From an optimization exercise on the open Yosys and OpenROAD flow, aimed at small area, a short achievable clock period and few clock cycles per item; shortcuts taken in it are not production practice. Function was checked by simulation only, so behaviour that the tests miss may differ from the original.

## flow/design.v (module list and top-level ports; edited modules follow where they fit)
// module hme_fsearch: 883 lines
module hme_fsearch (
    input  wire         clk,
    input  wire         rst,
    input  wire         start,
    input  wire [4:0]   grid_rows_m1,    
    input  wire [4:0]   grid_cols_m1,    
    output reg          busy,
    output reg          done,
    output wire         ref_req,
    output wire [8:0]   ref_y,
    output wire [8:0]   ref_x,
    input  wire [127:0] ref_row,
    output wire         tgt_req,
    output wire [8:0]   tgt_y,
    output wire [8:0]   tgt_x,
    input  wire [127:0] tgt_row,
    output reg          res_valid,
    output wire [4:0]   res_mb_row,
    output wire [4:0]   res_mb_col,
    output wire [4:0]   res_dy,
    output wire [4:0]   res_dx,
    output wire [15:0]  res_cost
);
  // ...
==> flow/flow/run.sh <==
#!/bin/bash
# The standard layout, with the smallest buffer (buf_1) on the ports
# instead of the one buffer_ports picks by default.
set -euo pipefail
cd "$(dirname "$0")/.."
export BUFFER_PORTS_ARGS="-buffer_cell sky130_fd_sc_hd__buf_1"
bash standard.sh > standard.log 2>&1
==> flow/standard.sh <==
#!/bin/bash
# synth_recipe.tcl (not shown) runs the flow's synth.tcl, then flattens the netlist and writes it again
# the make line also repeats each setting of config.mk as NAME=value (left out here)
make -C /OpenROAD-flow-scripts/flow DESIGN_CONFIG=/design/flow/config.mk WORK_HOME=/design/flow/orfs CLKGATE_MAP_FILE= SYNTH_SCRIPT=/design/flow/synth_recipe.tcl "${@:-finish}"
==> flow/config.mk <==
export PLATFORM = sky130hd
export DESIGN_NAME = hme_fsearch
export DESIGN_NICKNAME = hme_fsearch
export VERILOG_FILES = /design/flow/design.v
export SDC_FILE = /design/flow/constraint.sdc
export NUM_CORES = 4
export LEC_CHECK = 0
export CAP_MARGIN = 20
export CORE_MARGIN = 2
export CORE_UTILIZATION = 25
export CTS_BUF_LIST = sky130_fd_sc_hd__clkbuf_8
export CTS_CLUSTER_SIZE = 20
export PLACE_DENSITY = 0.5
export SLEW_MARGIN = 20
==> flow/constraint.sdc <==
create_clock -name core_clock -period 22.0 [get_ports {clk}]
set_input_delay 4.4000 -clock core_clock [delete_from_list [all_inputs] [get_ports {clk}]]
set_output_delay 4.4000 -clock core_clock [all_outputs]
set_load 0.01 [all_outputs]
==> impl_metrics.yaml, run 1 <==
status:
  status: "complete, no violations"
routing:
  via_per_inst: 4.14
  dr.first_iter.drc_count: 541
  m1WireLength_um: 25100
finish:
  largest_reg_flops: 108
  finish.utilization_pct: 29.8
  multi_input_gates: 1523
  clkbuf_count: 70
  syn2layout_area_growth_pct: 18.0
  nFlopsAndLatches: 279
  post-route-cell-area_mm2: 0.0249
clocking:
  htreeDepth: 2
  cts.path.max_buffers: 3
  cts-buffers-inserted: 55
  cts_setup_buffers: 0
synth:
  ys_types: 91
  synth_area_per_cell_um2: 9.48
  synth_seq_area_share_pct: 27.4
  synth.largest_area_cell: "dfxtp_1"
  synthAdderAreaFrac_pct: 27.9
  yosysWarningCount: 1
  ys_top_cells_by_area: "dfxtp_1, ha_1, fa_1"
die:
  die_area_mm2: 0.0869
  io_pins: 346
  die_w_um: 295
timing:
  setup_viol: 0
  maxSlewHeadroom_pct: 28.2
place:
  hpwl_um: 51300
  place.gp.congestion: 0.853
grt:
  grt_antenna_before_repair: 0
worst_setup_path:
  critPathLaunchType: "register"
  cp.arrival_ns: 7.62
  r2r_end: "best_dy[4]$_DFFE_PP_"
  worst_ep_required_time_ns: 22.32
run:
  drv_cap: 0
Testbench counts, summed over its fixed seeds: cycles 202,040, mbs 298.
==> run 2, diff against run 1 <==
--- a/flow/config.mk
+++ b/flow/config.mk
@@ -9,6 +9,4 @@
 export CORE_MARGIN = 2
 export CORE_UTILIZATION = 25
-export CTS_BUF_LIST = sky130_fd_sc_hd__clkbuf_8
-export CTS_CLUSTER_SIZE = 20
 export PLACE_DENSITY = 0.5
 export SLEW_MARGIN = 20
==> impl_metrics.yaml, run 2 <==
grt:
  grt_max_degree: 33
  grt_pass1_wl_um: 91400
  grt_antenna_before_repair: 0
  grt_pass1_vias: 15970
  track_usage_pct: 13.9
  overflow: 0
timing:
  finalSetupTns_ns: 0
  tightest_slew_ns: 1.08
  min_period_ns: 7.30
  clock.fmax_mhz: 137
  timing.final.crit_share_pct: 33.2
  clock_skew_ns: 0.0167
  maxSlewHeadroom_pct: 28.1
  setup_viol: 0
  hold_violations: 0
  drv_slew: 0
  rsz0062_at_grt: "false"
worst_hold_path:
  hp-class: "register to register"
clocking:
  cts_hold_buf: 0
  cts_setup_buffers: 0
  cts.repair.resized: 0
  cts-buffers-inserted: 36
  cts.path.max_buffers: 3
  path_clk_slew_ns: 0.06
  clockRootBuffer: "clkbuf_16"
  clk_latency_ns: 0.56
  cts_sinks: 279
  cts_tree: "done"
  htreeDepth: 2
finish:
  syn2layout_area_growth_pct: 17.9
  finish.utilization_pct: 29.8
  largest_reg_flops: 108
  final_cell_mix: "inv_1, buf_1, dfxtp_1"
  layout-drive-gt1-share_pct: 4.61
  n_antenna_cell: 0
  layout_commonest_cell: "inv_1"
  post-route-cell-area_mm2: 0.0249
  nets: 3231
  regMostFlops: "d_cs"
synth:
  ys_top_cells_by_area: "dfxtp_1, ha_1, fa_1"
  synth_seq_area_share_pct: 27.4
  syn-instance-count: 2230
  synth_edf_count: 20
  yosysMostFrequentCell: "inv_1"
  ys_seq_elements: 279
  synth_ff_type: "dfxtp_1"
  ys_types: 91
  async_flop_share_pct: 0
  synth_top_area_share_pct: 24.5
  ys_top_cells_by_count: "inv_1, dfxtp_1, ha_1"
  yosysWarningCount: 1
  syn_area_mm2: 0.0211
  synth_area_per_cell_um2: 9.48
  synth.largest_area_cell: "dfxtp_1"
worst_setup_path:
  cp.arrival_ns: 7.55
  worstSetupPathType: "register to register"
  worst_ep_required_time_ns: 22.26
  critPathLaunchType: "register"
  worstPathMaxFanout: 18
  crit_path_end_kind: "register"
place:
  placed_area_mm2: 0.0237
  place.gp.congestion: 0.853
  io_buffers: 341
  hpwl_um: 51300
routing:
  wl_met2_um: 30800
  m1WireLength_um: 24700
  highest_layer: "met4"
  drt_wl_total_um: 59800
  vias: 15502
  wl_met3_um: 3080
  dr.pass1.iters: 5
  dr.first_iter.drc_count: 564
  via_per_inst: 4.15
  ant_nets: 0
  wl_per_cell_um: 16.0
  remaining_drc_errors: 0
status:
  status: "complete, no violations"
die:
  io_pins: 346
  die-height_um: 295
  start_util_pct: 25.3
  rows: 106
  die_w_um: 295
  core_area_mm2: 0.0837
  die_area_mm2: 0.0869
run:
  drv_cap: 0
## run 2: through the flow
step	setup WS [ns]	hold slack (ns)	std cells
5_1_grt	14.10	0.312	3738
4_1_cts	14.46	0.317	3737
3_3_place_gp	14.47	0.310	3671
6_report	14.70	0.315	3738
3_5_place_dp	14.31	0.312	3671
2_1_floorplan	14.84	0.310	2233
## run 2: final timing paths
path	start	depth (start not counted)	end	slack [ns]
max	d_cs[52]$_DFF_P_	22	best_dx[0]$_DFFE_PP_	14.70
min	r_acc[0]$_SDFF_PP0_	0	x_acc[0]$_DFF_P_	0.32
max reg2reg	d_cs[52]$_DFF_P_	22	best_dx[0]$_DFFE_PP_	14.70
min reg2reg	r_acc[0]$_SDFF_PP0_	0	x_acc[0]$_DFF_P_	0.32
## run 2: critical path, stage by stage (launching register included)
cell and delay (ns):
dfxtp_1 0.32, inv_1 0.08, fa_1 0.57, fa_1 0.46, fa_1 0.44, fa_1 0.53
inv_1 0.06, fa_1 0.49, inv_1 0.05, fa_1 0.49, inv_1 0.07, fa_1 0.47
ha_1 0.33, a21o_1 0.21, a2111oi_0 0.50, o211ai_1 0.16, nand3_1 0.16, o21ai_0 0.13
xnor2_1 0.24, nand2_1 0.12, or2_2 0.41, inv_1 0.48, buf_8 0.24
## run 2: cells by family (layout without fill, tap and decap cells)
| family | after synthesis | count (layout) | share of synthesized area [%] |
|---|---|---|---|
| adders and majority gates | 386 | 386 | 27.9 |
| xor gates and xnor gates | 309 | 309 | 12.9 |
| DFF | 279 | 279 | 27.4 |
| buffers and inverters | 431 | 802 | 7.98 |
| other | 1 | 4 | 0.0177 |
| muxes | 37 | 37 | 1.85 |
| and+or+nand+nor | 435 | 435 | 10.7 |
| AOI/OAI and AO/OA | 352 | 352 | 11.3 |
## run 2: per-layer routing
metal / up-vias / track usage, %
li1: 7974 / -
met1: 7150 / 16.2
met5: - / 0
met4: 0 / 3.47
met3: 59 / 2.68
met2: 319 / 25.7
## run 2: final cells by class
class                      count  area, µm²
fill                        8909      58800
multi-input combinational   1523      13700
tap                         1134       1420
clock inverter                24        285
sequential                   279       5790
timing repair buffer         350       1360
clock buffer                  42        943
inverter                     386       1450
==> run 3, diff against run 2 <==
--- a/flow/config.mk
+++ b/flow/config.mk
@@ -9,4 +9,6 @@
 export CORE_MARGIN = 2
 export CORE_UTILIZATION = 25
+export CTS_CLUSTER_DIAMETER = 100
+export CTS_CLUSTER_SIZE = 35
 export PLACE_DENSITY = 0.5
 export SLEW_MARGIN = 20
==> impl_metrics.yaml, run 3 <==
place:
  place.gp.congestion: 0.853
  preCtsSetupSlack_ns: 14.31
  hpwl_um: 51300
  io_buffers: 341
  dp_cells: 3671
synth:
  syn-instance-count: 2230
  synthAdderAreaFrac_pct: 27.9
  yosys.area_share.simple_pct: 10.7
  synth-xor-area-share_pct: 12.9
  synth_area_per_cell_um2: 9.48
  synth_top_family_by_area: "adder cells"
  synth.largest_area_cell: "dfxtp_1"
  synth_edf_count: 20
  ys_seq_elements: 279
  synth_compound_area_share_pct: 11.3
  synth_top_area_share_pct: 24.5
  yosysMostFrequentCell: "inv_1"
  syn_area_mm2: 0.0211
  ys_top_cells_by_area: "dfxtp_1, ha_1, fa_1"
  yosysWarningCount: 1
  synth_ff_type: "dfxtp_1"
  ys_types: 91
  synth.area.mux_share_pct: 1.85
  ys_top_cells_by_count: "inv_1, dfxtp_1, ha_1"
  async_flop_share_pct: 0
  synth_seq_area_share_pct: 27.4
die:
  die_area_mm2: 0.0869
  rows: 106
  start_util_pct: 25.3
  core_area_mm2: 0.0837
  die_w_um: 295
  io_pins: 346
  die-height_um: 295
routing:
  drt_wl_total_um: 59300
  wl_per_cell_um: 16.0
  dr.pass1.iters: 7
  remaining_drc_errors: 0
  vias: 15355
  ant_nets: 0
  dr.first_iter.drc_count: 545
  via_per_inst: 4.14
clocking:
  cts_setup_buffers: 0
  cts_sinks: 279
  htreeDepth: 1
  cts-buffers-inserted: 19
  path_clk_slew_ns: 0.11
  cts_tree: "done"
  cts.repair.resized: 0
  clk_latency_ns: 0.55
  cts.path.max_buffers: 3
  clockRootBuffer: "clkbuf_16"
  cts_hold_buf: 0
finish:
  nets: 3214
  layout.cells.non_filler: 3706
  num-fill-cells: 8943
  finish.utilization_pct: 29.2
  layout-drive-gt1-share_pct: 3.58
  final_cell_mix: "inv_1, buf_1, dfxtp_1"
  largest_reg_flops: 108
  syn2layout_area_growth_pct: 15.6
  regMostFlops: "d_cs"
  layout_commonest_cell: "inv_1"
  n_antenna_cell: 0
worst_hold_path:
  hp-class: "register to register"
  holdPathStages: 0
  holdCritStartpoint: "r_acc[1]$_SDFF_PP0_"
timing:
  drv_slew: 0
  hold_violations: 0
  maxSlewHeadroom_pct: 27.3
  clock_skew_ns: 0.0272
  min_period_ns: 7.29
  setup_viol: 0
  timing.final.crit_share_pct: 33.1
  finalSetupTns_ns: 0
  setup_ws_ns: 14.71
  tightest_slew_ns: 1.09
  rsz0062_at_grt: "false"
  clock.fmax_mhz: 137
worst_setup_path:
  r2r-start: "d_cs[78]$_DFF_P_"
  cp.arrival_ns: 7.56
  critPathLaunchType: "register"
  worstSetupPathType: "register to register"
  crit_path_frequent_cell: "fa_1"
  crit_path_max_incr_delay_ns: 0.54
  crit_path_end_kind: "register"
  crit_buf_inv: 6
  worst_ep_required_time_ns: 22.27
  startpoint: "d_cs[78]$_DFF_P_"
  cp.depth: 22
  slowest_stage: "fa_1"
  critical-path-top-delay-family: "adder cells"
  worstPathMaxFanout: 18
  path_cells: "inv_1, fa_1, inv_1, fa_1, fa_1, fa_1, fa_1, inv_1, fa_1, inv_1, fa_1, ha_1, or2_2, a2111oi_0, o211ai_1, nand3_1, o21ai_0, xnor2_1, nand2_1, or2_2, inv_1, buf_8"
  worstRegToRegCells: 22
grt:
  grt_pass1_vias: 15714
  grt_antenna_before_repair: 0
  track_usage_pct: 13.6
  grt_max_degree: 35
  overflow: 0
  grt_pass1_wl_um: 90400
status:
  status: "complete, no violations"
run:
  drv_cap: 0
==> run 3: worst paths after layout <==
path,end,slack (ns)
worst min register to register,x_acc[1]$_DFF_P_,0.33
worst max register to register,best_dx[1]$_DFFE_PP_,14.71
worst min-delay path,x_acc[1]$_DFF_P_,0.33
worst max-delay path,best_dx[1]$_DFFE_PP_,14.71
==> run 3: area by class of cell <==
type | instances | area [µm²] | area share, %
multi-input cells | 1523 | 13700 | 56.0
flip-flops and latches | 279 | 5790 | 23.7
inverters | 386 | 1450 | 5.93
well taps | 1134 | 1420 | 5.80
repair buffers | 350 | 1360 | 5.54
clock buffers | 20 | 489 | 2.00
clock inverters | 14 | 263 | 1.07
==> run 3: metal layers <==
layer / share of wire (%) / global-route usage (%) / wire length (µm)
met4: 1.4 / 2.38 / 853
met2: 52 / 25.5 / 30700
met3: 4.3 / 2.15 / 2570
met5: 0 / 0 / 0
met1: 42 / 16.4 / 25100
==> run 3: cell families (layout without fill, tap and decap cells) <==
logic type	count (synthesis)	after routing
XOR/XNOR	309	309
adder cells (fa/ha/maj)	386	386
AO/OA/AOI/OAI	352	352
buffers and inverters	431	770
multiplexers	37	37
flip-flops	279	279
AND/OR/NAND/NOR	435	435
other	1	4
==> run 3: through the flow <==
| step | hold WS [ns] | area (µm²) |
|---|---|---|
| after detailed placement | 0.312 | 23700 |
| after CTS | 0.327 | 24400 |
| after global placement | 0.310 | 23700 |
| final | 0.331 | 24400 |
| after floorplan | 0.310 | 21100 |
| after global routing | 0.321 | 24400 |
==> run 4, diff against run 3 <==
--- a/flow/config.mk
+++ b/flow/config.mk
@@ -8,7 +8,7 @@
 export CAP_MARGIN = 20
 export CORE_MARGIN = 2
-export CORE_UTILIZATION = 25
-export CTS_CLUSTER_DIAMETER = 100
-export CTS_CLUSTER_SIZE = 35
-export PLACE_DENSITY = 0.5
+export CORE_UTILIZATION = 50
+export CTS_BUF_LIST = sky130_fd_sc_hd__clkbuf_4
+export CTS_CLUSTER_SIZE = 12
+export PLACE_DENSITY = 0.65
 export SLEW_MARGIN = 20
==> impl_metrics.yaml, run 4 <==
clocking:
  cts_hold_buf: 0
  path_clk_slew_ns: 0.07
  cts_setup_buffers: 0
  clockRootBuffer: "clkbuf_4"
  cts-buffers-inserted: 76
  clk_latency_ns: 0.73
  cts.path.max_buffers: 3
  htreeDepth: 3
  cts_tree: "done"
  cts_sinks: 279
  cts.repair.resized: 0
synth:
  ys_types: 91
  synth_seq_area_share_pct: 27.4
  yosysWarningCount: 1
  synth_ff_type: "dfxtp_1"
  synth_edf_count: 20
  synth_top_area_share_pct: 24.5
  ys_top_cells_by_area: "dfxtp_1, ha_1, fa_1"
  syn-instance-count: 2230
  syn_area_mm2: 0.0211
  synth.largest_area_cell: "dfxtp_1"
  ys_top_cells_by_count: "inv_1, dfxtp_1, ha_1"
  async_flop_share_pct: 0
  yosysMostFrequentCell: "inv_1"
  synth_area_per_cell_um2: 9.48
  ys_seq_elements: 279
place:
  place.gp.congestion: 0.932
  hpwl_um: 48100
  io_buffers: 341
  preCtsSetupSlack_ns: 14.34
  placed_area_mm2: 0.0229
timing:
  setup_ws_ns: 14.55
  tightest_slew_ns: 1.05
  hold_violations: 0
  timing.final.crit_share_pct: 33.8
  clock.fmax_mhz: 134
  drv_slew: 0
  fin_hold_ws_ns: 0.298
  min_period_ns: 7.45
  finalSetupTns_ns: 0
  setup_viol: 0
  clock_skew_ns: 0.0539
  maxSlewHeadroom_pct: 30.0
  rsz0062_at_grt: "false"
routing:
  wl_per_cell_um: 17.7
  drt_wl_total_um: 56800
  ant_nets: 0
  dr.pass1.iters: 7
  vias: 16275
  remaining_drc_errors: 0
  dr.first_iter.drc_count: 587
  via_per_inst: 5.07
die:
  rows: 75
  die_area_mm2: 0.0439
  die-height_um: 210
  core_area_mm2: 0.0419
  io_pins: 346
  start_util_pct: 50.5
  die_w_um: 210
grt:
  grt_antenna_before_repair: 1
  grt_pass1_wl_um: 89300
  grt_max_degree: 33
  overflow: 0
  grt_pass1_vias: 17052
  track_usage_pct: 26.1
finish:
  post-route-cell-area_mm2: 0.0239
  syn2layout_area_growth_pct: 12.9
  num-fill-cells: 3861
  largest_reg_flops: 108
  register_area_mm2: 0.00579
  layout_commonest_cell: "inv_1"
  layout-drive-gt1-share_pct: 6.48
  multi_input_area_mm2: 0.0137
  nets: 3270
  final_cell_mix: "inv_1, buf_1, dfxtp_1"
  regMostFlops: "d_cs"
worst_setup_path:
  cp.arrival_ns: 8.00
  worst_ep_required_time_ns: 22.55
  crit_path_end_kind: "register"
  critPathLaunchType: "register"
  worstSetupPathType: "register to register"
  worstPathMaxFanout: 31
status:
  status: "complete, no violations"
worst_hold_path:
  hp-class: "register to register"
run:
  drv_cap: 0
## run 4: cell counts after synthesis
No cell type changed its count.
## run 4: logic make-up after synthesis
group	Yosys count	share of synthesized area, %
AND/OR/NAND/NOR	435	10.7
buffers and inverters	431	7.98
adder cells (fa/ha/maj)	386	27.9
AO/OA/AOI/OAI	352	11.3
XOR/XNOR	309	12.9
flip-flops	279	27.4
multiplexers	37	1.85
other	1	0.0177
## run 4: metrics by stage
step                utilization [%]  cells
floorplan                         -   2233
global placement               54.8   3076
detailed placement             54.8   3076
CTS                            57.0   3209
global route                   57.0   3210
finish                         57.0   3210
## run 4: worst max-delay path, cell delays in order, from the launching register on
cell and delay, ns:
dfxtp_1 0.31, inv_1 0.05, fa_1 0.55, fa_1 0.45
fa_1 0.50, fa_1 0.51, inv_1 0.05, fa_1 0.47
inv_1 0.05, fa_1 0.49, inv_1 0.06, fa_1 0.45
ha_1 0.33, a21o_1 0.21, a2111oi_0 0.40, o211ai_1 0.15
nand3_1 0.15, o21ai_0 0.12, xnor2_1 0.19, nand2_1 0.11
or2_2 0.29, clkinv_1 0.85, nor3_1 0.45, a31oi_1 0.07
## run 4: path summary, 6_finish.rpt
path / to / depth (start not counted) / slack (ns) / start
setup / recovery: best_cost[14]$_SDFFE_PN1P_ / 23 / 14.55 / d_cs[65]$_DFF_P_
hold / removal: d_dy[2]$_DFF_P_ / 0 / 0.30 / x_dy[2]$_DFF_P_
setup reg to reg: best_cost[14]$_SDFFE_PN1P_ / 23 / 14.55 / d_cs[65]$_DFF_P_
hold reg to reg: d_dy[2]$_DFF_P_ / 0 / 0.30 / x_dy[2]$_DFF_P_
## run 4: layer usage
| layer | GRT usage (%) | vias to the layer above | wire length, µm |
|---|---|---|---|
| li1 | - | 8089 | - |
| met1 | 31.8 | 7764 | 24600 |
| met2 | 47.6 | 367 | 28800 |
| met3 | 4.13 | 55 | 2320 |
| met5 | 0 | - | 0 |
| met4 | 7.53 | 0 | 1070 |
## run 4: cell type report
cell class | count | area share [%]
well taps | 539 | 2.83
diodes | 1 | 0.0105
inverters | 386 | 6.07
flip-flops and latches | 279 | 24.2
clock buffers | 107 | 3.37
repair buffers | 349 | 5.61
multi-input cells | 1523 | 57.3
clock inverters | 26 | 0.540

static timing again, ports no longer ideal:
The results above use ideal ports. As a check the final layouts listed here were re-extracted and re-timed, cells and wires unchanged. Step 1, drivers: a clkbuf_16 drives clk and a buf_2 each remaining input, both assumed. Step 2 times the ports against the registers' clock, not the clock port: input delays grow and output delays shrink by t, the midpoint of the rising clock arrivals with the driver on. a / b / c = ideal ports / drivers / drivers and shift; a / b = the first two.
| run | shift t [ns] | setup slack, ns | slew at the worst register clock pin (ns) |
|---|---|---|---|
| run 1 | 0.684 | 14.701 / 14.701 / 14.353 | 0.07 / 0.07 |
| run 2 | 0.617 | 14.702 / 14.702 / 14.397 | 0.07 / 0.07 |
| run 3 | 0.609 | 14.711 / 14.711 / 14.404 | 0.12 / 0.12 |
| run 4 | 0.758 | 14.554 / 14.554 / 14.402 | 0.07 / 0.07 |
After both steps setup and hold are still met in every run listed. For run 1, which loses most, drivers alone change the setup slack by 0.000 ns; drivers and shift together by -0.348 ns.
